Background: an optimization exercise with open tools. Do not read the settings as production practice. Only simulation tests tie the RTL to the original design; equivalence was not proved. Power and IR drop assume default switching activity.

<file path="design.v">
module xoshiro256p_step (
    input  wire [63:0] s0_i,
    input  wire [63:0] s1_i,
    input  wire [63:0] s2_i,
    input  wire [63:0] s3_i,
    output wire [63:0] s0_o,
    output wire [63:0] s1_o,
    output wire [63:0] s2_o,
    output wire [63:0] s3_o
);
    wire [63:0] t    = s1_i << 17;
    wire [63:0] s2_a = s2_i ^ s0_i;
    wire [63:0] s3_a = s3_i ^ s1_i;
    assign s1_o = s1_i ^ s2_a;
    assign s0_o = s0_i ^ s3_a;
    assign s2_o = s2_a ^ t;
    assign s3_o = {s3_a[18:0], s3_a[63:19]};    
endmodule
module padd #(parameter W = 31, parameter L = 5) (
    input  wire [W-1:0] a_i,
    input  wire [W-1:0] b_i,
    input  wire         c_i,
    output wire [W-1:0] s_o
);
    localparam N = W + 1;                     
    wire [N*(L+1)-1:0] G, P;
    assign G[N-1:0] = {a_i & b_i, c_i};
    assign P[N-1:0] = {a_i ^ b_i, 1'b0};
    genvar l, i;
    generate
        for (l = 0; l < L; l = l + 1) begin : g_lv
            for (i = 0; i < N; i = i + 1) begin : g_bit
                if ((i >> l) & 1) begin : g_op
                    localparam integer J = ((i >> l) << l) - 1;
                    assign G[N*(l+1)+i] = G[N*l+i] | (P[N*l+i] & G[N*l+J]);
                    assign P[N*(l+1)+i] = P[N*l+i] & P[N*l+J];
                end else begin : g_pass
                    assign G[N*(l+1)+i] = G[N*l+i];
                    assign P[N*(l+1)+i] = P[N*l+i];
                end
            end
        end
    endgenerate
    assign s_o = P[W:1] ^ G[N*L +: W];
endmodule
module bidx_tab (
    input  wire [5:0]   n_i,
    output wire [239:0] pt_o,
    output wire [79:0]  hi_o,
    output wire [63:0]  tap_o
);
    assign pt_o =
        ({240{n_i == 6'd1}} & 240'h000000000000000000000000000000000000000000000000000000000000) |
        ({240{n_i == 6'd2}} & 240'h000000000000000000000000000000000000000000000000000000000401) |
        ({240{n_i == 6'd3}} & 240'h008201040208041008201040208041008201040208041008201040208041) |
        ({240{n_i == 6'd4}} & 240'h000000000000000000000000000000000000000000000000000000000c41) |
        ({240{n_i == 6'd5}} & 240'h10c831044320c4110c831044320c4110c831044320c4110c831044320c41) |
        ({240{n_i == 6'd6}} & 240'h008801100220044008801100220044008801100220044008801100220c41) |
        ({240{n_i == 6'd7}} & 240'h18826208a120c4131045090620988228483104c41142418826208a120c41) |
        ({240{n_i == 6'd8}} & 240'h000000000000000000000000000000000000000000000000000008020c41) |
        ({240{n_i == 6'd9}} & 240'h1882329c6820c41194e34106208ca71a0831046538d041882329c6820c41) |
        ({240{n_i == 6'd10}} & 240'h120881184822046120881184822046120881184822046120881184820c41) |
        ({240{n_i == 6'd11}} & 240'h1882930ca7491450a08310526194e9228a1410620a4c329d245142820c41) |
        ({240{n_i == 6'd12}} & 240'h020804100820104020804100820104020804100820104020804100820c41) |
        ({240{n_i == 6'd13}} & 240'h52d8930d8820c4121d412a54b624c36208310487504a952d8930d8820c41) |
        ({240{n_i == 6'd14}} & 240'h5090620988228483104c41142418826208a120c413104509062098820c41) |
        ({240{n_i == 6'd15}} & 240'h620831058820c41620831058820c41620831058820c41620831058820c41) |
        ({240{n_i == 6'd16}} & 240'h000000000000000000000000000000000000000000000000000018820c41) |
        ({240{n_i == 6'd17}} & 240'h2a5ae7c18820c412a5ae7c18820c412a5ae7c18820c412a5ae7c18820c41) |
        ({240{n_i == 6'd18}} & 240'h6094c741882304a63a0c41182531d06208c1298e831046094c7418820c41) |
        ({240{n_i == 6'd19}} & 240'h70d6d7c512489c75360c410620bd45930ce1adaf8a249138ea6c18820c41) |
        ({240{n_i == 6'd20}} & 240'h620886418822190620886418822190620886418822190620886418820c41) |
        ({240{n_i == 6'd21}} & 240'h188265c18820c4132e0c410620997062083104cb83104188265c18820c41) |
        ({240{n_i == 6'd22}} & 240'h7099433a12a11506208e132867425422a0c411c2650ce84a845418820c41) |
        ({240{n_i == 6'd23}} & 240'h498686c849831041883261a03692490c106209a1624c3436424c18820c41) |
        ({240{n_i == 6'd24}} & 240'h022004400880110022004400880110022004400880110022004418820c41) |
        ({240{n_i == 6'd25}} & 240'hb5f1261a2375cf062083104ed9a2cb1492d8d6d7c498688dd73c18820c41) |
        ({240{n_i == 6'd26}} & 240'h56196341882404e2514e95958658d0620901389453a56561963418820c41) |
        ({240{n_i == 6'd27}} & 240'h1ae75be59a68e8aa960c410620d5c7646c35ceb7cb34d1d1552c18820c41) |
        ({240{n_i == 6'd28}} & 240'hc41142418826208a120c4131045090620988228483104c41142418820c41) |
        ({240{n_i == 6'd29}} & 240'h620831050fb09747a8ab8dd5a6c6b9d6f9571f724ba78930d31c18820c41) |
        ({240{n_i == 6'd30}} & 240'h620921418824850620921418824850620921418824850620921418820c41) |
        ({240{n_i == 6'd31}} & 240'h18838820c4144306208310710418828860c410620e208310510c18820c41) |
        ({240{n_i == 6'd32}} & 240'h000000000000000000000000000000000000000000000000100418820c41);
    assign hi_o =
        ({80{n_i == 6'd1}} & 80'h00000000000000000000) |
        ({80{n_i == 6'd2}} & 80'h00000000000000000000) |
        ({80{n_i == 6'd3}} & 80'h00440088011002200440) |
        ({80{n_i == 6'd4}} & 80'h00000000000000000000) |
        ({80{n_i == 6'd5}} & 80'h00c24100612080309040) |
        ({80{n_i == 6'd6}} & 80'h01040208041008201040) |
        ({80{n_i == 6'd7}} & 80'h200661142400cc228480) |
        ({80{n_i == 6'd8}} & 80'h00000000000000000000) |
        ({80{n_i == 6'd9}} & 80'h19c460940440ce2304a0) |
        ({80{n_i == 6'd10}} & 80'h020c4101062080831040) |
        ({80{n_i == 6'd11}} & 80'h3a12a00443214c742540) |
        ({80{n_i == 6'd12}} & 80'h01100220044008801100) |
        ({80{n_i == 6'd13}} & 80'h618070a0491a88b2b0c0) |
        ({80{n_i == 6'd14}} & 80'h2014613104028c262080) |
        ({80{n_i == 6'd15}} & 80'h03569394617314831040) |
        ({80{n_i == 6'd16}} & 80'h00000000000000000000) |
        ({80{n_i == 6'd17}} & 80'h2190a63a01194e95b5e0) |
        ({80{n_i == 6'd18}} & 80'h640465380443202329c0) |
        ({80{n_i == 6'd19}} & 80'h2ae24540697890e09da0) |
        ({80{n_i == 6'd20}} & 80'h02204601102300881180) |
        ({80{n_i == 6'd21}} & 80'h91e26815e470da260560) |
        ({80{n_i == 6'd22}} & 80'h9228a0304e240d245140) |
        ({80{n_i == 6'd23}} & 80'ha2c503d5838a2cd24920) |
        ({80{n_i == 6'd24}} & 80'h04100820104020804100) |
        ({80{n_i == 6'd25}} & 80'h2de09151a6c4543ab8e0) |
        ({80{n_i == 6'd26}} & 80'h618147205682898930c0) |
        ({80{n_i == 6'd27}} & 80'hac1660de4d40f347a8a0) |
        ({80{n_i == 6'd28}} & 80'h20314831040629062080) |
        ({80{n_i == 6'd29}} & 80'h8354720778ac9ec49860) |
        ({80{n_i == 6'd30}} & 80'h07358b52507314831040) |
        ({80{n_i == 6'd31}} & 80'h7b9ac5a928398a418820) |
        ({80{n_i == 6'd32}} & 80'h00000000000000000000);
    assign tap_o =
        ({64{n_i == 6'd1}} & 64'hffffffffffffffff) |
        ({64{n_i == 6'd2}} & 64'h5555555555555555) |
        ({64{n_i == 6'd3}} & 64'h9249249249249249) |
        ({64{n_i == 6'd4}} & 64'h1111111111111111) |
        ({64{n_i == 6'd5}} & 64'h1084210842108421) |
        ({64{n_i == 6'd6}} & 64'h1041041041041041) |
        ({64{n_i == 6'd7}} & 64'h8102040810204081) |
        ({64{n_i == 6'd8}} & 64'h0101010101010101) |
        ({64{n_i == 6'd9}} & 64'h8040201008040201) |
        ({64{n_i == 6'd10}} & 64'h1004010040100401) |
        ({64{n_i == 6'd11}} & 64'h0080100200400801) |
        ({64{n_i == 6'd12}} & 64'h1001001001001001) |
        ({64{n_i == 6'd13}} & 64'h0010008004002001) |
        ({64{n_i == 6'd14}} & 64'h0100040010004001) |
        ({64{n_i == 6'd15}} & 64'h1000200040008001) |
        ({64{n_i == 6'd16}} & 64'h0001000100010001) |
        ({64{n_i == 6'd17}} & 64'h0008000400020001) |
        ({64{n_i == 6'd18}} & 64'h0040001000040001) |
        ({64{n_i == 6'd19}} & 64'h0200004000080001) |
        ({64{n_i == 6'd20}} & 64'h1000010000100001) |
        ({64{n_i == 6'd21}} & 64'h8000040000200001) |
        ({64{n_i == 6'd22}} & 64'h0000100000400001) |
        ({64{n_i == 6'd23}} & 64'h0000400000800001) |
        ({64{n_i == 6'd24}} & 64'h0001000001000001) |
        ({64{n_i == 6'd25}} & 64'h0004000002000001) |
        ({64{n_i == 6'd26}} & 64'h0010000004000001) |
        ({64{n_i == 6'd27}} & 64'h0040000008000001) |
        ({64{n_i == 6'd28}} & 64'h0100000010000001) |
        ({64{n_i == 6'd29}} & 64'h0400000020000001) |
        ({64{n_i == 6'd30}} & 64'h1000000040000001) |
        ({64{n_i == 6'd31}} & 64'h4000000080000001) |
        ({64{n_i == 6'd32}} & 64'h0000000100000001);
endmodule
module sched_tab (
    input  wire [5:0] n_i,
    output wire [7:0] fc_o,
    output wire [5:0] fo_o,
    output wire [7:0] lc_o,
    output wire [5:0] lo_o
);
    assign fc_o =
        ({8{n_i == 6'd1}} & 8'd0) |
        ({8{n_i == 6'd2}} & 8'd0) |
        ({8{n_i == 6'd3}} & 8'd0) |
        ({8{n_i == 6'd4}} & 8'd0) |
        ({8{n_i == 6'd5}} & 8'd0) |
        ({8{n_i == 6'd6}} & 8'd0) |
        ({8{n_i == 6'd7}} & 8'd0) |
        ({8{n_i == 6'd8}} & 8'd1) |
        ({8{n_i == 6'd9}} & 8'd1) |
        ({8{n_i == 6'd10}} & 8'd1) |
        ({8{n_i == 6'd11}} & 8'd1) |
        ({8{n_i == 6'd12}} & 8'd1) |
        ({8{n_i == 6'd13}} & 8'd1) |
        ({8{n_i == 6'd14}} & 8'd1) |
        ({8{n_i == 6'd15}} & 8'd1) |
        ({8{n_i == 6'd16}} & 8'd2) |
        ({8{n_i == 6'd17}} & 8'd2) |
        ({8{n_i == 6'd18}} & 8'd2) |
        ({8{n_i == 6'd19}} & 8'd2) |
        ({8{n_i == 6'd20}} & 8'd2) |
        ({8{n_i == 6'd21}} & 8'd2) |
        ({8{n_i == 6'd22}} & 8'd2) |
        ({8{n_i == 6'd23}} & 8'd2) |
        ({8{n_i == 6'd24}} & 8'd3) |
        ({8{n_i == 6'd25}} & 8'd3) |
        ({8{n_i == 6'd26}} & 8'd3) |
        ({8{n_i == 6'd27}} & 8'd3) |
        ({8{n_i == 6'd28}} & 8'd3) |
        ({8{n_i == 6'd29}} & 8'd3) |
        ({8{n_i == 6'd30}} & 8'd3) |
        ({8{n_i == 6'd31}} & 8'd3) |
        ({8{n_i == 6'd32}} & 8'd4);
    assign fo_o =
        ({6{n_i == 6'd1}} & 6'd1) |
        ({6{n_i == 6'd2}} & 6'd2) |
        ({6{n_i == 6'd3}} & 6'd3) |
        ({6{n_i == 6'd4}} & 6'd4) |
        ({6{n_i == 6'd5}} & 6'd5) |
        ({6{n_i == 6'd6}} & 6'd6) |
        ({6{n_i == 6'd7}} & 6'd7) |
        ({6{n_i == 6'd8}} & 6'd0) |
        ({6{n_i == 6'd9}} & 6'd1) |
        ({6{n_i == 6'd10}} & 6'd2) |
        ({6{n_i == 6'd11}} & 6'd3) |
        ({6{n_i == 6'd12}} & 6'd4) |
        ({6{n_i == 6'd13}} & 6'd5) |
        ({6{n_i == 6'd14}} & 6'd6) |
        ({6{n_i == 6'd15}} & 6'd7) |
        ({6{n_i == 6'd16}} & 6'd0) |
        ({6{n_i == 6'd17}} & 6'd1) |
        ({6{n_i == 6'd18}} & 6'd2) |
        ({6{n_i == 6'd19}} & 6'd3) |
        ({6{n_i == 6'd20}} & 6'd4) |
        ({6{n_i == 6'd21}} & 6'd5) |
        ({6{n_i == 6'd22}} & 6'd6) |
        ({6{n_i == 6'd23}} & 6'd7) |
        ({6{n_i == 6'd24}} & 6'd0) |
        ({6{n_i == 6'd25}} & 6'd1) |
        ({6{n_i == 6'd26}} & 6'd2) |
        ({6{n_i == 6'd27}} & 6'd3) |
        ({6{n_i == 6'd28}} & 6'd4) |
        ({6{n_i == 6'd29}} & 6'd5) |
        ({6{n_i == 6'd30}} & 6'd6) |
        ({6{n_i == 6'd31}} & 6'd7) |
        ({6{n_i == 6'd32}} & 6'd0);
    assign lc_o =
        ({8{n_i == 6'd1}} & 8'd128) |
        ({8{n_i == 6'd2}} & 8'd128) |
        ({8{n_i == 6'd3}} & 8'd128) |
        ({8{n_i == 6'd4}} & 8'd128) |
        ({8{n_i == 6'd5}} & 8'd128) |
        ({8{n_i == 6'd6}} & 8'd128) |
        ({8{n_i == 6'd7}} & 8'd128) |
        ({8{n_i == 6'd8}} & 8'd128) |
        ({8{n_i == 6'd9}} & 8'd129) |
        ({8{n_i == 6'd10}} & 8'd129) |
        ({8{n_i == 6'd11}} & 8'd129) |
        ({8{n_i == 6'd12}} & 8'd129) |
        ({8{n_i == 6'd13}} & 8'd129) |
        ({8{n_i == 6'd14}} & 8'd129) |
        ({8{n_i == 6'd15}} & 8'd129) |
        ({8{n_i == 6'd16}} & 8'd129) |
        ({8{n_i == 6'd17}} & 8'd130) |
        ({8{n_i == 6'd18}} & 8'd130) |
        ({8{n_i == 6'd19}} & 8'd130) |
        ({8{n_i == 6'd20}} & 8'd130) |
        ({8{n_i == 6'd21}} & 8'd130) |
        ({8{n_i == 6'd22}} & 8'd130) |
        ({8{n_i == 6'd23}} & 8'd130) |
        ({8{n_i == 6'd24}} & 8'd130) |
        ({8{n_i == 6'd25}} & 8'd131) |
        ({8{n_i == 6'd26}} & 8'd131) |
        ({8{n_i == 6'd27}} & 8'd131) |
        ({8{n_i == 6'd28}} & 8'd131) |
        ({8{n_i == 6'd29}} & 8'd131) |
        ({8{n_i == 6'd30}} & 8'd131) |
        ({8{n_i == 6'd31}} & 8'd131) |
        ({8{n_i == 6'd32}} & 8'd131);
    assign lo_o =
        ({6{n_i == 6'd1}} & 6'd0) |
        ({6{n_i == 6'd2}} & 6'd1) |
        ({6{n_i == 6'd3}} & 6'd2) |
        ({6{n_i == 6'd4}} & 6'd3) |
        ({6{n_i == 6'd5}} & 6'd4) |
        ({6{n_i == 6'd6}} & 6'd5) |
        ({6{n_i == 6'd7}} & 6'd6) |
        ({6{n_i == 6'd8}} & 6'd7) |
        ({6{n_i == 6'd9}} & 6'd0) |
        ({6{n_i == 6'd10}} & 6'd1) |
        ({6{n_i == 6'd11}} & 6'd2) |
        ({6{n_i == 6'd12}} & 6'd3) |
        ({6{n_i == 6'd13}} & 6'd4) |
        ({6{n_i == 6'd14}} & 6'd5) |
        ({6{n_i == 6'd15}} & 6'd6) |
        ({6{n_i == 6'd16}} & 6'd7) |
        ({6{n_i == 6'd17}} & 6'd0) |
        ({6{n_i == 6'd18}} & 6'd1) |
        ({6{n_i == 6'd19}} & 6'd2) |
        ({6{n_i == 6'd20}} & 6'd3) |
        ({6{n_i == 6'd21}} & 6'd4) |
        ({6{n_i == 6'd22}} & 6'd5) |
        ({6{n_i == 6'd23}} & 6'd6) |
        ({6{n_i == 6'd24}} & 6'd7) |
        ({6{n_i == 6'd25}} & 6'd0) |
        ({6{n_i == 6'd26}} & 6'd1) |
        ({6{n_i == 6'd27}} & 6'd2) |
        ({6{n_i == 6'd28}} & 6'd3) |
        ({6{n_i == 6'd29}} & 6'd4) |
        ({6{n_i == 6'd30}} & 6'd5) |
        ({6{n_i == 6'd31}} & 6'd6) |
        ({6{n_i == 6'd32}} & 6'd7);
endmodule
module bidx_sum (
    input  wire [30:0]  x_i,
    input  wire [239:0] pt_i,
    output wire [8:0]   s_o
);
    wire [31:0] xx = {1'b0, x_i};
    wire [79:0] t;
    genvar g;
    generate
        for (g = 0; g < 16; g = g + 1) begin : g_dig
            wire [1:0] d = xx[2*g +: 2];
            assign t[g*5 +: 5] = (d == 2'd1) ? pt_i[(3*g)*5 +: 5] :
                                 (d == 2'd2) ? pt_i[(3*g+1)*5 +: 5] :
                                 (d == 2'd3) ? pt_i[(3*g+2)*5 +: 5] : 5'd0;
        end
    endgenerate
    wire c1 = t[0] ^ t[5] ^ t[10];
    wire c2 = (t[0] & t[5]) | (t[0] & t[10]) | (t[5] & t[10]);
    wire c3 = t[15] ^ t[20] ^ t[25];
    wire c4 = (t[15] & t[20]) | (t[15] & t[25]) | (t[20] & t[25]);
    wire c5 = t[30] ^ t[35] ^ t[40];
    wire c6 = (t[30] & t[35]) | (t[30] & t[40]) | (t[35] & t[40]);
    wire c7 = t[45] ^ t[50] ^ t[55];
    wire c8 = (t[45] & t[50]) | (t[45] & t[55]) | (t[50] & t[55]);
    wire c9 = t[60] ^ t[65] ^ t[70];
    wire c10 = (t[60] & t[65]) | (t[60] & t[70]) | (t[65] & t[70]);
    wire c11 = t[1] ^ t[6] ^ t[11];
    wire c12 = (t[1] & t[6]) | (t[1] & t[11]) | (t[6] & t[11]);
    wire c13 = t[16] ^ t[21] ^ t[26];
    wire c14 = (t[16] & t[21]) | (t[16] & t[26]) | (t[21] & t[26]);
    wire c15 = t[31] ^ t[36] ^ t[41];
    wire c16 = (t[31] & t[36]) | (t[31] & t[41]) | (t[36] & t[41]);
    wire c17 = t[46] ^ t[51] ^ t[56];
    wire c18 = (t[46] & t[51]) | (t[46] & t[56]) | (t[51] & t[56]);
    wire c19 = t[61] ^ t[66] ^ t[71];
    wire c20 = (t[61] & t[66]) | (t[61] & t[71]) | (t[66] & t[71]);
    wire c21 = t[2] ^ t[7] ^ t[12];
    wire c22 = (t[2] & t[7]) | (t[2] & t[12]) | (t[7] & t[12]);
    wire c23 = t[17] ^ t[22] ^ t[27];
    wire c24 = (t[17] & t[22]) | (t[17] & t[27]) | (t[22] & t[27]);
    wire c25 = t[32] ^ t[37] ^ t[42];
    wire c26 = (t[32] & t[37]) | (t[32] & t[42]) | (t[37] & t[42]);
    wire c27 = t[47] ^ t[52] ^ t[57];
    wire c28 = (t[47] & t[52]) | (t[47] & t[57]) | (t[52] & t[57]);
    wire c29 = t[62] ^ t[67] ^ t[72];
    wire c30 = (t[62] & t[67]) | (t[62] & t[72]) | (t[67] & t[72]);
    wire c31 = t[3] ^ t[8] ^ t[13];
    wire c32 = (t[3] & t[8]) | (t[3] & t[13]) | (t[8] & t[13]);
    wire c33 = t[18] ^ t[23] ^ t[28];
    wire c34 = (t[18] & t[23]) | (t[18] & t[28]) | (t[23] & t[28]);
    wire c35 = t[33] ^ t[38] ^ t[43];
    wire c36 = (t[33] & t[38]) | (t[33] & t[43]) | (t[38] & t[43]);
    wire c37 = t[48] ^ t[53] ^ t[58];
    wire c38 = (t[48] & t[53]) | (t[48] & t[58]) | (t[53] & t[58]);
    wire c39 = t[63] ^ t[68] ^ t[73];
    wire c40 = (t[63] & t[68]) | (t[63] & t[73]) | (t[68] & t[73]);
    wire c41 = t[4] ^ t[9] ^ t[14];
    wire c42 = (t[4] & t[9]) | (t[4] & t[14]) | (t[9] & t[14]);
    wire c43 = t[19] ^ t[24] ^ t[29];
    wire c44 = (t[19] & t[24]) | (t[19] & t[29]) | (t[24] & t[29]);
    wire c45 = t[34] ^ t[39] ^ t[44];
    wire c46 = (t[34] & t[39]) | (t[34] & t[44]) | (t[39] & t[44]);
    wire c47 = t[49] ^ t[54] ^ t[59];
    wire c48 = (t[49] & t[54]) | (t[49] & t[59]) | (t[54] & t[59]);
    wire c49 = t[64] ^ t[69] ^ t[74];
    wire c50 = (t[64] & t[69]) | (t[64] & t[74]) | (t[69] & t[74]);
    wire c51 = c1 ^ c3 ^ c5;
    wire c52 = (c1 & c3) | (c1 & c5) | (c3 & c5);
    wire c53 = c7 ^ c9 ^ t[75];
    wire c54 = (c7 & c9) | (c7 & t[75]) | (c9 & t[75]);
    wire c55 = c2 ^ c4 ^ c6;
    wire c56 = (c2 & c4) | (c2 & c6) | (c4 & c6);
    wire c57 = c8 ^ c10 ^ c11;
    wire c58 = (c8 & c10) | (c8 & c11) | (c10 & c11);
    wire c59 = c13 ^ c15 ^ c17;
    wire c60 = (c13 & c15) | (c13 & c17) | (c15 & c17);
    wire c61 = c12 ^ c14 ^ c16;
    wire c62 = (c12 & c14) | (c12 & c16) | (c14 & c16);
    wire c63 = c18 ^ c20 ^ c21;
    wire c64 = (c18 & c20) | (c18 & c21) | (c20 & c21);
    wire c65 = c23 ^ c25 ^ c27;
    wire c66 = (c23 & c25) | (c23 & c27) | (c25 & c27);
    wire c67 = c22 ^ c24 ^ c26;
    wire c68 = (c22 & c24) | (c22 & c26) | (c24 & c26);
    wire c69 = c28 ^ c30 ^ c31;
    wire c70 = (c28 & c30) | (c28 & c31) | (c30 & c31);
    wire c71 = c33 ^ c35 ^ c37;
    wire c72 = (c33 & c35) | (c33 & c37) | (c35 & c37);
    wire c73 = c32 ^ c34 ^ c36;
    wire c74 = (c32 & c34) | (c32 & c36) | (c34 & c36);
    wire c75 = c38 ^ c40 ^ c41;
    wire c76 = (c38 & c40) | (c38 & c41) | (c40 & c41);
    wire c77 = c43 ^ c45 ^ c47;
    wire c78 = (c43 & c45) | (c43 & c47) | (c45 & c47);
    wire c79 = c42 ^ c44 ^ c46;
    wire c80 = (c42 & c44) | (c42 & c46) | (c44 & c46);
    wire c81 = c52 ^ c54 ^ c55;
    wire c82 = (c52 & c54) | (c52 & c55) | (c54 & c55);
    wire c83 = c57 ^ c59 ^ c19;
    wire c84 = (c57 & c59) | (c57 & c19) | (c59 & c19);
    wire c85 = c56 ^ c58 ^ c60;
    wire c86 = (c56 & c58) | (c56 & c60) | (c58 & c60);
    wire c87 = c61 ^ c63 ^ c65;
    wire c88 = (c61 & c63) | (c61 & c65) | (c63 & c65);
    wire c89 = c62 ^ c64 ^ c66;
    wire c90 = (c62 & c64) | (c62 & c66) | (c64 & c66);
    wire c91 = c67 ^ c69 ^ c71;
    wire c92 = (c67 & c69) | (c67 & c71) | (c69 & c71);
    wire c93 = c68 ^ c70 ^ c72;
    wire c94 = (c68 & c70) | (c68 & c72) | (c70 & c72);
    wire c95 = c73 ^ c75 ^ c77;
    wire c96 = (c73 & c75) | (c73 & c77) | (c75 & c77);
    wire c97 = c74 ^ c76 ^ c78;
    wire c98 = (c74 & c76) | (c74 & c78) | (c76 & c78);
    wire c99 = c79 ^ c48 ^ c50;
    wire c100 = (c79 & c48) | (c79 & c50) | (c48 & c50);
    wire c101 = c81 ^ c83 ^ t[76];
    wire c102 = (c81 & c83) | (c81 & t[76]) | (c83 & t[76]);
    wire c103 = c82 ^ c84 ^ c85;
    wire c104 = (c82 & c84) | (c82 & c85) | (c84 & c85);
    wire c105 = c87 ^ c29 ^ t[77];
    wire c106 = (c87 & c29) | (c87 & t[77]) | (c29 & t[77]);
    wire c107 = c86 ^ c88 ^ c89;
    wire c108 = (c86 & c88) | (c86 & c89) | (c88 & c89);
    wire c109 = c91 ^ c39 ^ t[78];
    wire c110 = (c91 & c39) | (c91 & t[78]) | (c39 & t[78]);
    wire c111 = c90 ^ c92 ^ c93;
    wire c112 = (c90 & c92) | (c90 & c93) | (c92 & c93);
    wire c113 = c95 ^ c49 ^ t[79];
    wire c114 = (c95 & c49) | (c95 & t[79]) | (c49 & t[79]);
    wire c115 = c94 ^ c96 ^ c97;
    wire c116 = (c94 & c96) | (c94 & c97) | (c96 & c97);
    wire c117 = c98 ^ c100 ^ c80;
    wire c118 = (c98 & c100) | (c98 & c80) | (c100 & c80);
    wire c119 = c102 ^ c103 ^ c105;
    wire c120 = (c102 & c103) | (c102 & c105) | (c103 & c105);
    wire c121 = c104 ^ c106 ^ c107;
    wire c122 = (c104 & c106) | (c104 & c107) | (c106 & c107);
    wire c123 = c108 ^ c110 ^ c111;
    wire c124 = (c108 & c110) | (c108 & c111) | (c110 & c111);
    wire c125 = c112 ^ c114 ^ c115;
    wire c126 = (c112 & c114) | (c112 & c115) | (c114 & c115);
    wire c127 = c120 ^ c121 ^ c109;
    wire c128 = (c120 & c121) | (c120 & c109) | (c121 & c109);
    wire c129 = c122 ^ c123 ^ c113;
    wire c130 = (c122 & c123) | (c122 & c113) | (c123 & c113);
    wire c131 = c124 ^ c125 ^ c99;
    wire c132 = (c124 & c125) | (c124 & c99) | (c125 & c99);
    wire c133 = c126 ^ c116 ^ c117;
    wire c134 = (c126 & c116) | (c126 & c117) | (c116 & c117);
    wire [8:0] sa = {1'b0, c134, c132, c130, c128, c127, c119, c101, c51};
    wire [8:0] sb = {1'b0, c118, c133, c131, c129, 1'b0, 1'b0, 1'b0, c53};
    padd #(.W(9), .L(4)) u_add (.a_i(sa), .b_i(sb), .c_i(1'b0), .s_o(s_o));
endmodule
module bidx_fold (
    input  wire [8:0]  s_i,
    input  wire [79:0] hi_i,
    output wire [5:0]  y_o
);
    wire [4:0] h = hi_i[s_i[8:5]*5 +: 5];
    assign y_o = {1'b0, s_i[4:0]} + {1'b0, h};
endmodule
module lzc64 (
    input  wire [63:0] x_i,
    output reg  [6:0]  n_o
);
    integer i;
    always @(*) begin
        n_o = 7'd64;
        for (i = 0; i < 64; i = i + 1)
            if (x_i[i])
                n_o = 7'd63 - i[6:0];
    end
endmodule
module xoshiro_pow (
    input  wire        clk,
    input  wire        rst,       
    input  wire        req,
    input  wire        we,
    input  wire [7:0]  addr,      
    input  wire [1:0]  size,      
    input  wire [31:0] wdata,
    output reg         rvalid,
    output reg  [31:0] rdata,
    output reg         err,
    output wire        done_o
);
    localparam BUF_WORDS = 32;                        
    localparam K  = 8;                               
    localparam [63:0] SEED_INIT = 64'h001ED8B55FAC9DEC;
    localparam [63:0] SEED_ONE  = 64'h2FD89DDCD351E3DC;   
    localparam [31:0] BD_NEG = 32'h05A8082C;
    localparam [31:0] BD_ONE = 32'h414EF42F;
    localparam [31:0] BD_TWO = 32'h0EB00A10;
    localparam [1:0] S_IDLE = 2'd0, S_PREP = 2'd1, S_RUN = 2'd2, S_FOUND = 2'd3;
    localparam [3:0] CMD_NOP = 4'h0, CMD_START = 4'h1, CMD_ABORT = 4'h2, CMD_CLRERR = 4'h3;
    localparam [3:0] E_NONE = 4'h0, E_BAD_CMD = 4'h1, E_BUSY_START = 4'h2,
                     E_BAD_BUF_LEN = 4'h3, E_BUS_ERR = 4'h4;
    reg [7:0]  diff_reg;
    reg [31:0] buflen_reg;
    reg [31:0] digest [0:7];
    reg [3:0]  err_reg;
    reg [1:0]  state;
    reg [63:0] lh [0:3];
    reg [7:0]  diff_l;
    reg [5:0]  n_l;
    reg [7:0]  cyc;           
    reg [63:0] s0, s1, s2, s3;    
    reg [63:0] seed_a;        
    reg [63:0] prod;          
    reg [5:0]  mcnt;
    reg [31:0] nonce_b;       
    reg        ref_valid;     
    reg [63:0] par_main;      
    reg [63:0] par_ref;       
    reg [63:0] r0, r1, r2, r3;    
    reg [63:0] acc;           
    wire busy  = (state == S_PREP) || (state == S_RUN);
    wire found = (state == S_FOUND);
    wire run   = (state == S_RUN);
    assign done_o = found;
    wire        acc_ok  = (size == 2'd2) && (addr[1:0] == 2'b00);
    wire [5:0]  reg_idx = addr[7:2];
    wire [3:0]  cmd     = wdata[3:0];
    wire        wr_ctrl = req && we && acc_ok && (reg_idx == 6'h00);
    wire        buflen_ok = (buflen_reg != 32'd0) && (buflen_reg <= BUF_WORDS);
    wire        start_ok  = wr_ctrl && (cmd == CMD_START) && !busy && buflen_ok;
    wire        abort     = wr_ctrl && (cmd == CMD_ABORT);
    reg [3:0]  raise;    
    always @(*) begin
        raise = E_NONE;
        if (req) begin
            if (!acc_ok)
                raise = E_BUS_ERR;
            else if (wr_ctrl) begin
                if (cmd >= 4'h4)
                    raise = E_BAD_CMD;
                else if (cmd == CMD_START) begin
                    if (busy)
                        raise = E_BUSY_START;
                    else if (!buflen_ok)
                        raise = E_BAD_BUF_LEN;
                end
            end
        end
    end
    wire [3:0] phase_rd = found ? 4'h8 : (busy ? 4'h5 : 4'h0);
    reg [31:0] rd_val;
    always @(*) begin
        case (reg_idx)
            6'h01: rd_val = {20'd0, err_reg, phase_rd, 2'b00, found, busy};
            6'h02: rd_val = {24'd0, diff_reg};
            6'h03: rd_val = buflen_reg;
            6'h04: rd_val = digest[0];
            6'h05: rd_val = digest[1];
            6'h06: rd_val = digest[2];
            6'h07: rd_val = digest[3];
            6'h08: rd_val = digest[4];
            6'h09: rd_val = digest[5];
            6'h0A: rd_val = digest[6];
            6'h0B: rd_val = digest[7];
            6'h0C: rd_val = nonce_b;
            6'h0D: rd_val = BUF_WORDS;
            6'h0E: rd_val = acc[31:0];
            6'h0F: rd_val = acc[63:32];
            6'h10: rd_val = seed_a[31:0];
            6'h11: rd_val = seed_a[63:32];
            default: rd_val = 32'd0;
        endcase
    end
    always @(posedge clk) begin
        if (rst) begin
            rvalid <= 1'b0;
            rdata  <= 32'd0;
            err    <= 1'b0;
        end else begin
            rvalid <= req;
            err    <= req && !acc_ok;
            rdata  <= (req && !we && acc_ok) ? rd_val : 32'd0;
        end
    end
    integer k;
    always @(posedge clk) begin
        if (rst) begin
            diff_reg   <= 8'd12;
            buflen_reg <= BUF_WORDS;
            for (k = 0; k < 8; k = k + 1)
                digest[k] <= 32'd0;
            err_reg    <= E_NONE;
        end else begin
            if (req && we && acc_ok) begin
                case (reg_idx)
                    6'h02: diff_reg   <= wdata[7:0];
                    6'h03: buflen_reg <= wdata;
                    6'h04: digest[0]  <= wdata;
                    6'h05: digest[1]  <= wdata;
                    6'h06: digest[2]  <= wdata;
                    6'h07: digest[3]  <= wdata;
                    6'h08: digest[4]  <= wdata;
                    6'h09: digest[5]  <= wdata;
                    6'h0A: digest[6]  <= wdata;
                    6'h0B: digest[7]  <= wdata;
                    default: ;
                endcase
            end
            if (wr_ctrl && cmd == CMD_CLRERR)
                err_reg <= E_NONE;
            else if (raise != E_NONE && err_reg == E_NONE)
                err_reg <= raise;
        end
    end
    wire [64*K+63:0] c0, c1, c2, c3;
    assign c0[63:0] = s0;
    assign c1[63:0] = s1;
    assign c2[63:0] = s2;
    assign c3[63:0] = s3;
    wire [239:0] pt;
    wire [79:0]  hit_tab;
    wire [63:0]  taps;
    bidx_tab u_tab (.n_i(n_l), .pt_o(pt), .hi_o(hit_tab), .tap_o(taps));
    wire [7:0]  fc, lc;
    wire [5:0]  fo, lo;
    sched_tab u_sched (.n_i(n_l), .fc_o(fc), .fo_o(fo), .lc_o(lc), .lo_o(lo));
    wire        cyc_first = (cyc == fc);
    wire        cyc_lastc = (cyc == lc);
    wire        cyc_in    = (cyc > fc) && (cyc < lc);
    wire        last      = cyc_lastc;
    reg [31*K-1:0] xA;
    reg [K-1:0] vA;
    wire [6*K-1:0] yB;
    genvar p;
    generate
        for (p = 0; p < K; p = p + 1) begin : g_pos
            xoshiro256p_step u_step (
                .s0_i(c0[64*p +: 64]), .s1_i(c1[64*p +: 64]), .s2_i(c2[64*p +: 64]), .s3_i(c3[64*p +: 64]),
                .s0_o(c0[64*p+64 +: 64]), .s1_o(c1[64*p+64 +: 64]), .s2_o(c2[64*p+64 +: 64]), .s3_o(c3[64*p+64 +: 64])
            );
            wire [30:0] x;
            padd #(.W(31), .L(5)) u_add (.a_i(c0[64*p +: 31]), .b_i(c3[64*p +: 31]), .c_i(1'b0), .s_o(x));
            wire [8:0]  s;
            bidx_sum u_sum (.x_i(xA[31*p +: 31]), .pt_i(pt), .s_o(s));
            wire [5:0]  y;
            bidx_fold u_fold (.s_i(s), .hi_i(hit_tab), .y_o(y));
            assign yB[p*6 +: 6] = y;
            wire v = run && (cyc_in || (cyc_first && !cyc_lastc && (p >= fo)) ||
                             (cyc_lastc && !cyc_first && (p <= lo)) ||
                             (cyc_first && cyc_lastc && (p >= fo) && (p <= lo)));
            always @(posedge clk) begin
                xA[31*p +: 31] <= x;
                vA[p]    <= v;
            end
        end
    endgenerate
    reg [63:0] picks;
    integer q;
    always @(*) begin
        picks = 64'd0;
        for (q = 0; q < K; q = q + 1)
            if (vA[q])
                picks = picks ^ (64'd1 << yB[q*6 +: 6]);
    end
    wire [63:0] r0_n, r1_n, r2_n, r3_n;
    xoshiro256p_step u_ref (
        .s0_i(r0), .s1_i(r1), .s2_i(r2), .s3_i(r3),
        .s0_o(r0_n), .s1_o(r1_n), .s2_o(r2_n), .s3_o(r3_n)
    );
    wire [63:0] ref_r;
    padd #(.W(64), .L(7)) u_radd (.a_i(r0), .b_i(r3), .c_i(1'b0), .s_o(ref_r));
    wire        ref_act  = run && ref_valid && (cyc != 8'd0) && (cyc <= {2'b0, n_l});
    wire        ref_last = ref_act && (cyc == {2'b0, n_l});
    wire        ref_pick = ^(par_ref & taps);      
    wire [63:0] acc_n    = acc ^ (ref_pick ? ref_r : 64'd0);
    wire [63:0] dmask = ~(64'hFFFF_FFFF_FFFF_FFFF >> diff_l[6:0]);
    wire        pass  = (diff_l <= 8'd64) && ((acc_n & dmask) == 64'd0);
    wire        hit   = ref_last && pass;
    wire [4:0]  dig  = 5'd31 - mcnt[4:0];
    wire [63:0] mop  = (BD_ONE[dig] ? seed_a : 64'd0) | (BD_TWO[dig] ? {seed_a[62:0], 1'b0} : 64'd0);
    wire [63:0] prod_n;
    padd #(.W(64), .L(7)) u_madd (.a_i({prod[61:0], 2'b00}), .b_i(BD_NEG[dig] ? ~mop : mop),
                                  .c_i(BD_NEG[dig]), .s_o(prod_n));
    wire bnd      = (state == S_PREP) || (run && last);    
    wire ref_done = ref_last && !pass;                     
    always @(posedge clk) begin
        if (rst)
            state <= S_IDLE;
        else if (start_ok)
            state <= S_PREP;
        else if (abort)
            state <= S_IDLE;
        else if (hit)
            state <= S_FOUND;
        else if (state == S_PREP)
            state <= S_RUN;
    end
    always @(posedge clk) begin
        if (!busy) begin
            lh[0]  <= {digest[0], digest[1]};
            lh[1]  <= {digest[2], digest[3]};
            lh[2]  <= {digest[4], digest[5]};
            lh[3]  <= {digest[6], digest[7]};
            diff_l <= diff_reg;
            n_l    <= buflen_reg[5:0];
        end
    end
    always @(posedge clk) begin
        if (!busy) begin
            prod <= SEED_ONE;                  
        end else if (bnd) begin
            s0  <= lh[0] ^ prod;
            s1  <= lh[1] ^ prod;
            s2  <= lh[2] ^ prod;
            s3  <= lh[3] ^ prod;
            cyc <= 8'd0;
            if (state == S_PREP) begin
                prod <= 64'd0;
                mcnt <= 6'd0;
            end
            ref_valid <= run;
        end else begin
            s0  <= c0[64*K +: 64];
            s1  <= c1[64*K +: 64];
            s2  <= c2[64*K +: 64];
            s3  <= c3[64*K +: 64];
            cyc <= cyc + 8'd1;
            if (ref_done) begin
                prod <= 64'd0;
                mcnt <= 6'd0;
            end else if (!mcnt[5]) begin
                prod <= prod_n;
                mcnt <= mcnt + 6'd1;
            end
        end
    end
    always @(posedge clk) begin
        if (rst) begin
            seed_a  <= SEED_INIT;
            nonce_b <= 32'd0;
        end else if (busy) begin
            if (state == S_PREP) begin
                seed_a  <= prod;
                nonce_b <= 32'd0;
            end else begin
                if (ref_done)
                    seed_a <= prod;
                if (bnd && ref_valid && !hit)
                    nonce_b <= nonce_b + 32'd1;
            end
        end
    end
    wire ref_load = run && (cyc == 8'd0);
    always @(posedge clk) begin
        if (busy) begin
            if (ref_load) begin
                par_ref  <= par_main ^ picks;
                par_main <= 64'd1;            
                r0       <= lh[0] ^ seed_a;
                r1       <= lh[1] ^ seed_a;
                r2       <= lh[2] ^ seed_a;
                r3       <= lh[3] ^ seed_a;
            end else begin
                par_main <= par_main ^ picks;
                if (ref_act) begin
                    par_ref <= {1'b0, par_ref[63:1]};
                    r0      <= r0_n;
                    r1      <= r1_n;
                    r2      <= r2_n;
                    r3      <= r3_n;
                end
            end
        end
    end
    always @(posedge clk) begin
        if (rst)
            acc <= 64'd0;
        else if (ref_load)
            acc <= 64'd0;
        else if (ref_act)
            acc <= acc_n;
    end
endmodule
</file>
<file path="run.sh">
#!/bin/bash
# synth_recipe.tcl (not shown) runs the flow's synth.tcl, then flattens the netlist and writes it again
# the make line also repeats each setting of config.mk as NAME=value (left out here)
make -C /OpenROAD-flow-scripts/flow DESIGN_CONFIG=/design/flow/config.mk WORK_HOME=/design/flow/orfs CLKGATE_MAP_FILE= SYNTH_SCRIPT=/design/flow/synth_recipe.tcl finish
</file>
<file path="config.mk">
export PLATFORM = sky130hd
export DESIGN_NAME = xoshiro_pow
export DESIGN_NICKNAME = xoshiro_pow
export VERILOG_FILES = /design/flow/design.v
export SDC_FILE = /design/flow/constraint.sdc
export NUM_CORES = 4
export LEC_CHECK = 0
export CAP_MARGIN = 20
export CORE_MARGIN = 2
export CORE_UTILIZATION = 25
export PLACE_DENSITY = 0.4
export SETUP_SLACK_MARGIN = 3
export SLEW_MARGIN = 20
</file>
<file path="constraint.sdc">
create_clock -name core_clock -period 75.0 [get_ports {clk}]
set_input_delay 15.0000 -clock core_clock [delete_from_list [all_inputs] [get_ports {clk}]]
set_output_delay 15.0000 -clock core_clock [all_outputs]
set_load 0.01 [all_outputs]
</file>
==> run_results.csv <==
group,metric,value,unit
run_status,outcome,"timing/DRC/antenna clean",
power,ir_drop,0.01900,mV
floorplanning,core,611200,um2
job,maxCapViolCount,0,
synthesis,yosysWarnings,3,
worst_hold_path,hold_class,"register to register",
grt,antenna_found_initial,157,
route,routedWlPerCell,39.81,um
timing,min_period,18.19,ns
timing,max_freq,0.05496,GHz
cells_and_area,final_layout_size_suffix_gt1_share,8.228,%
worst_setup_path,start_kind,"input pin",
grt,grt_usage,31.82,%
clock_tree,cts_hold_buf,0,
worst_setup_path,critPathCaptureType,"register",
synthesis,synth_common_cells,"xnor2_1, nand2_1, xor2_1",
timing,max_slew_margin,12.38,%
synthesis,yosysMostFrequentCell,"xnor2_1",
floorplanning,die_y,787.4,um
route,wl,1031000,um
floorplanning,rows,287,
timing,hold_ws,0.4418,ns
route,dr_total_vias,141326,
worst_setup_path,crit_end,"digest[7][13]$_SDFFE_PP0P_",
place,routabilityCongestion,1.059,
grt,grt_pass1_vias,129667,
floorplanning,die-area,620000,um2
synthesis,syn_inst,17579,
place,portBuffers,80,
grt,grt-ovfl-total,0,
grt,grt_max_degree,195,
worst_setup_path,crit_path_max_fanout,29,
synthesis,synth_top_area_share,18.10,%
worst_setup_path,rrSetupSlack,59.97,ns
cells_and_area,reg.largest.list,"digest x256, lh x256, xA x248",
timing,worst_pin_slew,1.301,ns
clock_tree,cts_buffers,224,
worst_setup_path,worstPathRequired,75.86,ns
clock_tree,numClockSinks,1740,
synthesis,synthTopCellsByArea,"edfxtp_1, xnor2_1, dfxtp_1",
cells_and_area,area_delta_synth_final,13.73,%
worst_setup_path,crit-reg2reg-launch,"n_l[3]$_DFFE_PP_",
floorplanning,initial_utilization,25.10,%
timing,finalCritPeriodShare,24.26,%
worst_setup_path,r2r-end,"par_ref[39]$_DFFE_PP_",
grt,gr-usage-met3,7.799,%
route,ant_nets,0,
synthesis,avgSynthCellArea,8.728,um2
worst_hold_path,whs_path_depth,0,
power,power,0.002179,W
cells_and_area,final_nets,18649,
floorplanning,ios,81,
timing,setup_viol,0,
route,dr.first_iter.drc_count,21489,
synthesis,async_reset_ff_share,0,%
timing,maxSlewViolCount,0,
synthesis,ys_seq_area_share,28.74,%
synthesis,ys_types,105,
synthesis,synthFlopType,"edfxtp_1",
synthesis,syn_nets,18687,
synthesis,synthesis.area,153400,um2
synthesis,netlist.top_cell.by_area,"edfxtp_1",
clock_tree,cts_resized,0,
synthesis,ys_ff_latch,1740,
worst_setup_path,worstSetupStartpoint,"addr[2]",
grt,grtUsageMet1,44.25,%
route,via_per_inst,5.460,
clock_tree,cts_tree,"yes",
timing,rsz0062_at_grt,"false",
route,route.detailed.drc,0,
cells_and_area,fill_cells,65668,
clock_tree,clk_path_buf_depth,4,
timing,fin_worst_skew,0.1978,ns
power,power_density,12.49,nW/um2
route,drt-pass1-iter-count,7,
worst_setup_path,rr_worst_depth,46,
clock_tree,cts.clk_slew.worst_paths,0.06,ns
synthesis,synth_edf_count,925,
grt,met2_usage,46.09,%
place,place_hpwl,851200,um
clock_tree,clk_latency,1.06,ns
power,leakage,62.26,nW
timing,hold_viol_final,0,
floorplanning,die_w,787.4,um
timing,tns,0,ns
grt,grt_pass1_wl,1321000,um
grt,busiest_layer,"met2",
clock_tree,cts_setup_buffers,0,
clock_tree,htree_num_levels,4,
clock_tree,root_buffer,"clkbuf_16",
worst_setup_path,critPathArrivalTime,19.06,ns
worst_setup_path,crit_type,"input pin to register",
[report_power, final]
| group | switching (W) | total [W] | internal (W) | leakage (nW) |
|---|---|---|---|---|
| registers | 0.00000307 | 0.000997 | 0.000994 | 15.8 |
| logic | 0.0000247 | 0.0000332 | 0.00000852 | 42.7 |
| clock network | 0.000502 | 0.00115 | 0.000647 | 3.67 |
| total | 0.000530 | 0.00218 | 0.00165 | 62.3 |
[placed cells by master (no fill, tap or decap), types with 44 or more instances in the layout]
master / synthesis / routed
nand2_1: 2351 / 2344
a211oi_1: 60 / 59
fa_1: 561 / 561
edfxtp_1: 925 / 925
dfxtp_1: 815 / 815
nor2_1: 1372 / 1335
nor2b_1: 184 / 182
o211ai_1: 67 / 67
and2_1: 81 / 79
mux4_2: 130 / 130
o21ai_0: 1224 / 1214
a22o_1: 203 / 203
nand4_1: 44 / 44
nand2b_1: 150 / 150
buf_4: 8 / 616
a21o_1: 107 / 107
and3_1: 69 / 69
diode_2: 0 / 62
or3_1: 65 / 65
xnor2_1: 2693 / 2647
a22oi_1: 289 / 289
a31oi_1: 97 / 95
a221oi_1: 83 / 83
mux2i_1: 225 / 225
clkdlybuf4s50_1: 0 / 79
nand3_1: 158 / 156
nor3_1: 218 / 200
inv_1: 799 / 793
clkbuf_16: 0 / 230
a21oi_1: 1034 / 997
ha_1: 501 / 499
o22ai_1: 62 / 61
o21a_1: 81 / 81
a221o_1: 48 / 48
xor2_1: 1388 / 1368
[worst min-delay path by stage]
| stage | startpoint | to | slack, ns |
|---|---|---|---|
| 2_1_floorplan | digest[7][10]$_SDFFE_PP0P_ | lh[3][10]$_DFFE_PP_ | 0.42 |
| 3_3_place_gp | digest[2][30]$_SDFFE_PP0P_ | lh[1][62]$_DFFE_PP_ | 0.49 |
| 3_5_place_dp | buflen_reg[10]$_SDFFE_PP0P_ | buflen_reg[10]$_SDFFE_PP0P_ | 0.48 |
| 4_1_cts | digest[6][1]$_SDFFE_PP0P_ | lh[3][33]$_DFFE_PP_ | 0.45 |
| 5_1_grt | digest[6][1]$_SDFFE_PP0P_ | lh[3][33]$_DFFE_PP_ | 0.45 |
| 6_report | digest[6][1]$_SDFFE_PP0P_ | lh[3][33]$_DFFE_PP_ | 0.44 |
[stage by stage]
step | utilization [%] | instance area (um2) | setup slack, ns | cells
floorplan | - | 153400 | 56.04 | 17579
global placement | 27.26 | 166600 | 55.85 | 25405
detailed placement | 27.27 | 166700 | 55.82 | 25406
CTS | 28.50 | 174200 | 56.94 | 25823
global route | 28.53 | 174400 | 56.76 | 25844
finish | 28.55 | 174500 | 56.81 | 25886
[layout make-up]
| cell class | count | area, um2 | share of cell area [%] |
|---|---|---|---|
| timing repair buffer | 706 | 5629 | 3.226 |
| multi-input combinational | 14066 | 104000 | 59.58 |
| inverter | 803 | 3022 | 1.732 |
| clock inverter | 118 | 1201 | 0.6884 |
| tap | 8092 | 10120 | 5.802 |
| sequential | 1740 | 44090 | 25.27 |
| clock buffer | 299 | 6306 | 3.614 |
| antenna | 62 | 155.1 | 0.08892 |
[layer usage]
layer	wire (um)	part of all wire, %
met5	398	0.039
met4	59140	5.7
met3	100200	9.7
met2	424100	41
met1	446700	43
[critical path: stages]
cell and delay (ns):
clkdlybuf4s50_1 1.10, nand3_1 0.88, nor2_4 0.27, buf_4 0.51, nand2_1 0.64, buf_4 0.45
nand2_1 0.11, a21oi_1 0.06
[kinds of logic after synthesis]
family / Yosys count / share of synthesized area, %
AO/OA/AOI/OAI: 3678 / 14.82
adder cells (fa/ha/maj): 1062 / 11.41
multiplexers: 387 / 3.611
XOR/XNOR: 4097 / 23.51
buffers and inverters: 1773 / 4.424
AND/OR/NAND/NOR: 4842 / 13.48
flip-flops: 1740 / 28.74

afterwards: timing with drivers on the ports:
Ports are ideal in the flow. The routed layout listed here was re-timed in OpenROAD.
Step 1: set_driving_cell puts a clkbuf_16 on clk and a buf_2 on each other input, an assumption about the parent block.
Step 2 adds t to the input delays and takes it off the output delays; t is the mean of the earliest and latest rising clock arrival at the registers after step 1. Input paths then give back, and output paths get back, about the clock's delay inside the block.
a / b / c = ideal / step 1 / step 2; a / b = the first two.
t, ns: 1.091
slack for setup (ns): 56.806 / 56.915 / 55.824
worst register clock-pin slew, ns: 0.09 / 0.09
After both steps this run still meets setup and hold. For this run, drivers alone change the setup slack by +0.109 ns; drivers and shift together by -0.982 ns.
